From an optimization exercise on the open Yosys and OpenROAD flow, aimed at small area; shortcuts taken in it are not production practice.
No driver is modelled on the clock port, so clock power and skew are understated where the tree is cut down; a real chip needs a root buffer or a tree.

== main ==
Design magicgen, start of the top module:
module magicgen (
    input  wire         clk,
    input  wire         rst,
    input  wire         cmd_valid,
    output wire         cmd_ready,
    input  wire [129:0] cmd_word,
    output wire         rsp_valid,
    input  wire         rsp_ready,
    output wire [40:0]  rsp_word
);
==> flow/config.mk <==
export PLATFORM = sky130hd
export DESIGN_NAME = magicgen
export DESIGN_NICKNAME = magicgen
export VERILOG_FILES = /design/flow/design.v
export SDC_FILE = /design/flow/constraint.sdc
export NUM_CORES = 4
export LEC_CHECK = 0
export CAP_MARGIN = 20
export CORE_MARGIN = 2
export CORE_UTILIZATION = 40
export PLACE_DENSITY = 0.6
export SLEW_MARGIN = 20
==> flow/constraint.sdc <==
create_clock -name core_clock -period 20.0 [get_ports {clk}]
set_input_delay 4.0000 -clock core_clock [delete_from_list [all_inputs] [get_ports {clk}]]
set_output_delay 4.0000 -clock core_clock [all_outputs]
set_load 0.01 [all_outputs]
standard.sh (not shown) runs the stock make flow with config.mk's settings and CLKGATE_MAP_FILE= SYNTH_SCRIPT=/design/flow/synth_recipe.tcl, a recipe that flattens the netlist after the stock synthesis.
==> flow/flow/run.sh <==
#!/bin/bash
# The standard flow's synthesis with an area-oriented ABC mapping script; the standard
# floorplan and placement with the ports buffered with buf_1; a clock tree
# built by hand (flow/my_cts.tcl: one root buffer, eight leaf buffers, one
# per eighth of the flip-flops); then the standard routing and finish.
set -euo pipefail
export OWN_WORK=$PWD
export OWN_ABC_SCRIPT=$PWD/flow/abc_area.script
PORTS="BUFFER_PORTS_ARGS=-buffer_cell sky130_fd_sc_hd__buf_1"
R=$PWD/orfs/results/sky130hd/magicgen/base
bash standard.sh "SYNTH_SCRIPT=$PWD/flow/own_synth.tcl" synth > synth.log 2>&1
bash standard.sh "$PORTS" place > place.log 2>&1
PLAT_DIR=$FLOW_HOME/platforms/sky130hd IN_ODB=$R/3_place.odb IN_SDC=$R/3_place.sdc \
  OUT_ODB=$R/4_1_cts.odb OUT_SDC=$R/4_cts.sdc \
  LEAF_BUF=sky130_fd_sc_hd__clkbuf_8 ROOT_BUF=sky130_fd_sc_hd__clkbuf_4 LEVELS=3 \
  openroad -no_init -exit flow/my_cts.tcl > cts.log 2>&1
cp $R/4_1_cts.odb $R/4_cts.odb
bash standard.sh "$PORTS" finish > layout.log 2>&1
Other scripts of this flow, unchanged in this note and not shown: flow/flow/abc_area.script, flow/flow/my_cts.tcl, flow/flow/own_synth.tcl
Modified inputs, the feature branch compared to main
--- a/flow/design.v
+++ b/flow/design.v
@@ -63,72 +63,75 @@
     wire p_X0  = ~ph[3] & ~ph[2] &  ph[1] & ~ph[0];
     wire p_CL1 =  ph[3] & ~ph[2] &  ph[1] &  ph[0];
     wire p_LD  =  ph[3] &  ph[2];
     wire p_CL  = (~ph[3] &  ph[0] & (ph[2] ^ ph[1])) | p_CL1;
     wire p_P2  = ~ph[3] &  ph[2] & ~ph[1] & ~ph[0];
     wire p_P3  = ~ph[3] &  ph[2] &  ph[1] & ~ph[0];
     wire p_FL  = ~ph[3] &  ph[2] &  ph[1] &  ph[0];
     wire p_MUL =  ph[3] & ~ph[1] & ~ph[0];
     wire p_HEN =  ph[3] & ~ph[1] &  ph[0];
     wire c_0   = ~|cnt;
     wire c_1   = ~|cnt[6:1] & cnt[0];
     wire c_31  = ~cnt[6] & ~cnt[5] & (&cnt[4:0]);
+    wire c_33  = ~cnt[6] &  cnt[5] & ~|cnt[4:1] & cnt[0];
+    assign cnt_end = isInv ? c_33 : (cnt == r3[6:0]);
     wire c_32  = ~cnt[6] &  cnt[5] & ~|cnt[4:0];
     wire [6:0] cnt_inc;
     wire       cnt_co;
     rca #(.W(7)) u_inc (.a(cnt), .b(7'd0), .ci(1'b1), .s(cnt_inc), .co(cnt_co));
-    wire cnt_end = (cnt == r3[6:0]);
-    wire inv1 = ~neg & ~p_HEN & ~p_LD;
-    wire [32:0] b1 = {~p_HEN & ~p_LD, D ^ {32{inv1}}};
+    wire cnt_end;
+    wire inv1 = ~neg & ~p_HEN;
+    wire [32:0] b1 = {~p_HEN, D ^ {32{inv1}}};
     wire [32:0] s1;
     wire        ge;
-    rca #(.W(33)) u_add1 (.a(r1), .b(b1), .ci(inv1), .s(s1), .co(ge));
+    rca #(.W(33)) u_add1 (.a(r1), .b(b1), .ci(inv1 & ~p_LD), .s(s1), .co(ge));
     wire c_nx = p_P1 ? ((c_0 & isS) | (c_31 & neg))
               : p_CL ? ((c_31 & isS & ~p_CL1) | (c_32 & isU) | (isInv & p_CL1))
                      : (isU | (isInv & c_32));
     wire        take = p_HEN ? r1[0] : ((ge & ~p_MUL & ~p_CL) | p_LD);
     wire [32:0] sel  = take ? s1 : r1;
     wire [32:0] r1_nxt = p_HEN ? {1'b0, sel[32:1]} : {sel[31:0], c_nx};
-    wire g2  = (p_P2 & ~qs) | (p_MUL & r1[32] & ~md[2]) | p_X0;
-    wire c2  = (p_P1 | p_X0) ? qs : ((p_P3 | p_FL) ? (qs ^ neg) : 1'b0);
-    wire ci2 = p_X0 ? ~neg : (p_P2 ? (~qs & neg) : (p_FL & (isS | isU) & ~neg));
-    wire [32:0] b2 = ({1'b0, r3} & {33{g2}}) ^ {33{p_X0}};
+    wire y1  = p_P2 & neg & c_1;
+    wire g2  = (p_P2 & ~qs) | (p_MUL & ~r1[32] & ~md[2]) | p_X0;
+    wire c2  = (p_P1 | p_X0) ? qs : ((p_P3 | p_FL) ? (qs ^ neg) : (p_P2 & ~y1));
+    wire ci2 = p_P2 ? (~qs & neg & ~c_1) : (p_FL & (isS | isU) & ~neg);
+    wire x2  = p_X0;
+    wire [32:0] b2 = ({1'b0, r3} & {33{g2}}) ^ {33{x2}};
     wire [32:0] s2;
     wire        s2_co;
     rca #(.W(33)) u_add2 (.a({r2[31:0], c2}), .b(b2), .ci(ci2), .s(s2), .co(s2_co));
-    wire x_pos  = ~s2[32] & (s2 != 33'h0);
+    wire x_pos  = ~s2[32];
     wire p2_stop = p_P2 & ~c_0 & (x_pos | (isU & cnt[6]));
     wire [6:0] pfin = {cnt[6], cnt[5] | ~cnt[6], cnt[4:0] & {5{cnt[6] | cnt[5]}}};
     wire ph_end = (p_CL & c_32) | (p_HEN & c_31) | p_X0 | p2_stop | p_LD | p_INI;
     wire [6:0] cnt_set = {6'd0, (p_CL & ph[2]) | p_HEN};
     always @(posedge clk) begin
         cnt <= ph_end ? cnt_set : cnt_inc;
         qs  <= (p_P1 | p_P2 | p_P3) & ge;
     end
     always @(posedge clk) begin
         r1n <= ~r1_nxt;
         if (rst) begin
             rv <= 1'b0;
             ph <= PH_INIT;
         end else if (rv) begin
             if (rsp_ready) rv <= 1'b0;
         end else if (!cmd_valid) begin
             ph <= PH_INIT;
         end else begin
             case (ph)
             PH_INIT: begin
                 md       <= (err != 2'd0) ? {1'b1, err[1], err[1] & err[0]}
                                           : {cS & D[31], op};
-                r3[31:7] <= bw[31:7];
-                r3[6:0]  <= cInv ? 7'd33 : bw[6:0];
+                r3       <= bw;
                 ph       <= PH_CL1;
             end
             PH_P1: begin
                 r2n <= ~s2;
                 if (ge & ((c_0 & isU) | (c_1 & isS))) begin
                     md <= 3'b110;
                     ph <= PH_LD;
                 end else if (c_32) begin
                     r3 <= isU ? ~sel[31:0] : {1'b0, ~sel[30:0]};
                     ph <= PH_X0;
                 end
             end
--- outcome ---
The feature branch vs. main: count of buffering cells on the critical path with inverters included went down by 2. Comparing main and the feature branch, the higher worst hold slack is on the feature branch. Compared with main, the feature branch shows post-synthesis instance total that has gone down slightly. When the feature branch is measured against main, its global-route usage turns out 0.81 points higher. Delta(core utilization of the finished layout, the feature branch - main) > 0. Relative to main, the final cell area reported for the feature branch is higher. Looking at share of the final layout cell area in sequential cells, the feature branch sits 0.57 points below main.
Function was not checked in any run of this note: the RTL went through the layout flow alone. No run of this note takes its clock network from TritonCTS; it comes from the design's own scripts or RTL.

[separate check: timing with driven ports]
The results above use ideal ports. As a check the final layouts listed here were re-extracted and re-timed, cells and wires unchanged. Step 1: set_driving_cell puts a clkbuf_16 on clk and a buf_2 on each other input, an assumption about the parent block. Step 2 adds t to the input delays and takes it off the output delays; t is the mean of the earliest and latest rising clock arrival at the registers after step 1. Input paths then give back, and output paths get back, about the clock's delay inside the block. Three values: ideal ports, drivers, drivers and shift; two values: the first two.
| run | t, ns | slack for setup (ns) | hold slack, ns | worst slew at a driven data input, ns |
|---|---|---|---|---|
| main | 0.508 | 0.985 / 0.999 / 0.491 | 0.565 / 0.565 / 0.565 | 0.04 |
| the feature branch | 0.522 | 0.687 / 0.698 / 0.176 | 0.569 / 0.569 / 0.569 | 0.06 |
After both steps every run listed still meets setup and hold. For the feature branch, which loses most, drivers alone change the setup slack by +0.011 ns; drivers and shift together by -0.511 ns.
